Background: an optimization exercise with open tools, aiming at small area, a short achievable clock period and few clock cycles. Do not read the settings as production practice. Function was checked by simulation only, so behaviour that the tests miss may differ from the original. No activity file was given, so power comes from the tool's default toggle rates.

## lep_crc16
module lep_crc16 (
    input  wire        clk,
    input  wire        rst,
    input  wire        host_req,
    input  wire        host_we,
    input  wire [11:0] host_addr,
    input  wire [31:0] host_wdata,
    output wire [31:0] host_rdata,
    output wire        host_ready,
    output wire        mem_re,
    output wire        mem_we,
    output wire [9:0]  mem_addr,
    output reg  [3:0]  mem_be,
    output wire [31:0] mem_wdata,
    input  wire [31:0] mem_rdata
);
    localparam [9:0] R_CMD        = 10'h000;
    localparam [9:0] R_STATUS     = 10'h001;
    localparam [9:0] R_CTRL       = 10'h002;
    localparam [9:0] R_SRC_ADDR   = 10'h003;
    localparam [9:0] R_SRC_LEN    = 10'h004;
    localparam [9:0] R_DST_ADDR   = 10'h005;
    localparam [9:0] R_DST_CAP    = 10'h006;
    localparam [9:0] R_OUT_LEN    = 10'h007;
    localparam [9:0] R_CRC_CFG    = 10'h008;
    localparam [9:0] R_CRC_STATE  = 10'h009;
    localparam [9:0] R_CRC_RESULT = 10'h00A;
    localparam [2:0] OP_NOP     = 3'd0;
    localparam [2:0] OP_INIT    = 3'd1;
    localparam [2:0] OP_UPDATE  = 3'd2;
    localparam [2:0] OP_BYTE    = 3'd3;
    localparam [2:0] OP_COMPUTE = 3'd4;
    localparam [2:0] OP_STORE   = 3'd5;
    localparam [2:0] OP_VERIFY  = 3'd6;
    localparam [2:0] OP_DNP3    = 3'd7;
    localparam [3:0] E_OK        = 4'd0;
    localparam [3:0] E_INV_ARG   = 4'd2;
    localparam [3:0] E_BUF_SMALL = 4'd4;
    localparam [3:0] E_NOT_SUPP  = 4'd5;
    localparam [3:0] E_CHECKSUM  = 4'd8;
    localparam [3:0] E_OOB       = 4'd10;
    function [15:0] s8_0(input [15:0] x);
        begin
            s8_0[0] = ^{x[0], x[1], x[2], x[3], x[4], x[5], x[6], x[7], x[8]};
            s8_0[1] = x[9];
            s8_0[2] = x[10];
            s8_0[3] = x[11];
            s8_0[4] = x[12];
            s8_0[5] = x[13];
  ...
Size in the first run: ~2800 cells after synthesis, roughly 330 flip-flops, roughly 160 I/O pins, about 24000 um^2 of cells after synthesis.
export LEC_CHECK = 0
export ABC_CLOCK_PERIOD_IN_PS = 4500
export CAP_MARGIN = 20
export CORE_MARGIN = 2
export CORE_UTILIZATION = 40
export PLACE_DENSITY = 0.6
export SETUP_SLACK_MARGIN = 3.4
export SLEW_MARGIN = 20
create_clock -name core_clock -period 8.0 [get_ports {clk}]
run.sh (not shown) runs the stock make flow with config.mk's settings and CLKGATE_MAP_FILE= SYNTH_SCRIPT=/design/flow/synth_recipe.tcl, a recipe that flattens the netlist after the stock synthesis.
The baseline completed without violations.
Testbench counts at the start, summed over its fixed seeds: cycles 71,064.
Then changed:
ABC_CLOCK_PERIOD_IN_PS = unset   (was 4500)
CORE_UTILIZATION = 55   (was 40)
CTS_BUF_LIST = sky130_fd_sc_hd__clkbuf_4 sky130_fd_sc_hd__clkbuf_8   (was unset)
PLACE_DENSITY = 0.7   (was 0.6)
SETUP_SLACK_MARGIN = 3.3   (was 3.4)
What happened: Clock skew increases by 54 ps; core utilization increases by 17 points; non-clock buffer count decreases by 59; die area decreases by about 27%.
Then changed:
CTS_BUF_LIST = sky130_fd_sc_hd__clkbuf_8   (was sky130_fd_sc_hd__clkbuf_4 sky130_fd_sc_hd__clkbuf_8)
SETUP_SLACK_MARGIN = 3.4   (was 3.3)
Outcome: Final area goes up slightly. Total power goes down slightly. Core utilization goes up by 0.45 points. Global-route usage goes down by 0.38 points. Sequential cell count does not change. Setup slack improves by 92 ps. First-iteration DRC count goes up by a little under a tenth. Hold slack improves by 3.9 ps.

---

build 94:
lep_crc16 again, from the RTL that the note above started with.
make LEC_CHECK=0 CAP_MARGIN=20 CORE_MARGIN=2 CORE_UTILIZATION=40 PLACE_DENSITY=0.6 SETUP_SLACK_MARGIN=3.0 SLEW_MARGIN=20 finish   # period 8.0 ns
Build 94 ran to completion and came out clean on the timing, design-rule and antenna checks.
Testbench counts of build 94, summed over its fixed seeds: cycles 71,064.
Inputs modified between build 94 and build 77:
- swapping 3.0 for 3.4 in SETUP_SLACK_MARGIN
- swapping 40 for 55 in CORE_UTILIZATION
- putting CTS_BUF_LIST at sky130_fd_sc_hd__clkbuf_4 sky130_fd_sc_hd__clkbuf_8 where nothing was set
- swapping 0.6 for 0.7 in PLACE_DENSITY
Results
Maximum frequency | build 77 above build 94
Re cell total after placement: build 94 was higher than build 77.
Compared with build 94, build 77 shows a logic gate share of total power that is 3.5 points higher.
Here is what was changed in the inputs of build 39 compared with build 77.
- changing CORE_UTILIZATION from 55 to 65
- changing PLACE_DENSITY from 0.7 to 0.8
==> comparison <==
Timing, DRC, antenna: 0 failures across build 77 and build 39. Run comparison: build 39 launching instance or port of the critical path host_addr[3]; build 77 launching instance or port of the critical path host_addr[2]. Build 39 reports a higher fraction of area in registers than build 77 does. Build 77 → build 39: setup slack rose 0.053 ns, share of the final layout cell area in multi-input gates climbed 0.57 points, post-detailed-route wirelength per cell went up 6.2%, final core area utilization climbed 12 points, global-route wire length before repair increased by 2.0% relative to the old numbers. Clock-cell share of area: build 39 vs build 77 — no meaningful difference. The overall power of the completed layout reported for build 39 is greater than that of build 77 by about 1%.
### build 39 -> build 92
- swapping 3.4 for 3.6 in SETUP_SLACK_MARGIN
- swapping 0.8 for 0.7 in PLACE_DENSITY
- swapping 65 for 55 in CORE_UTILIZATION
==> comparison <==
- Diff build 39 -> build 92: global-route usage went down, clock skew went up, final wirelength went down.
- Re placed instance area: build 92 is about 0.47% up on build 39.
- Build 39 ended up with host_rdata[10] as its timing endpoint of the critical path; build 92 ended up with host_rdata[17].
- The higher area added between synthesis and finish of build 92 and build 39 is in build 92.
- Going from build 39 to build 92, number of clock buffers in the layout went up; met3 layer usage reported by global route fell by 3.4 points; worst setup slack now sits lower; cell count saw an increase.
- Highest metal layer with signal wires: met5 -> build 92, met4 -> build 39

---

lep_crc16, a different RTL version from the one above (not shown whole).
Size in the first run: roughly 330 flip-flops, ~160 I/O pins.
make LEC_CHECK=0 CAP_MARGIN=20 CORE_MARGIN=2 CORE_UTILIZATION=55 CTS_BUF_LIST='sky130_fd_sc_hd__clkbuf_4 sky130_fd_sc_hd__clkbuf_8' PLACE_DENSITY=0.7 SETUP_SLACK_MARGIN=3.5 SLEW_MARGIN=20 finish   # period 8.0 ns
Testbench counts at the start, summed over its fixed seeds: cycles 71,064.
==> next run, changes <==
Settings changed: PLACE_DENSITY 0.7 to 0.65, SETUP_SLACK_MARGIN 3.5 to 3.4.
=>
- power barely changes
- non-clock buffer count shrinks by 22
- sequential share of layout area grows by 0.32 points
- hold slack barely changes
==> next run, changes <==
Settings changed: CORE_UTILIZATION 55 to 40, CTS_BUF_LIST sky130_fd_sc_hd__clkbuf_4 sky130_fd_sc_hd__clkbuf_8 to default, PLACE_DENSITY 0.65 to 0.6.
=> The new run finished clean. Design area climbs by about 0.32%. Maximum frequency falls by about 2.2%. Total power rises by about 1.7%. Die area came out higher by 37%. Sequential cell count stays the same. Critical path depth stays the same. Utilization shrinks by 18 points. Clock-buffer cell count drops by 36. Wire length rose by 2.6%. First-iteration DRC count falls by 18%.

static timing again, ports no longer ideal:
The flow's constraints put no driver on any port. The routed layouts listed below were extracted and timed again, unchanged, in two steps. Step 1 sets driving cells, clkbuf_16 on the clock port and buf_2 on the other inputs (assumed; they add their load-dependent delay and slew). Step 2 moves the port delays by t, midway between the first and last clock arrival at a register: inputs arrive t later, outputs are due t later. That takes back most of the time a late clock gives input paths. Slacks: ideal / step 1 / step 2; pairs: ideal / step 1.
run	t (ns)	setup slack, ns	hold slack, ns	worst setup path after step 2
the first run of note 1	0.637	3.364 / 3.256 / 3.006	0.470 / 0.470 / 0.470	input to register
the second run of note 1	0.738	3.248 / 3.191 / 2.870	0.473 / 0.473 / 0.473	input to register
the third run of note 1	0.716	3.340 / 3.286 / 2.850	0.477 / 0.477 / 0.477	input to register
build 94	0.643	2.988 / 2.968 / 2.661	0.472 / 0.472 / 0.472	input to register
build 77	0.717	3.328 / 3.268 / 2.865	0.477 / 0.477 / 0.477	input to register
build 39	0.712	3.381 / 3.328 / 2.724	0.468 / 0.468 / 0.468	input to register
build 92	0.732	3.354 / 3.323 / 3.117	0.472 / 0.472 / 0.472	input to register
the first run of note 3	0.712	3.235 / 3.204 / 2.864	0.475 / 0.475 / 0.475	input to register
the second run of note 3	0.697	3.232 / 3.201 / 3.000	0.474 / 0.474 / 0.474	input to register
the third run of note 3	0.635	3.127 / 3.096 / 3.026	0.474 / 0.474 / 0.474	input to register
After both steps setup and hold are still met in every run listed. The setup slack of build 39, which loses most, moves by -0.053 ns with the drivers and by -0.657 ns with both steps.
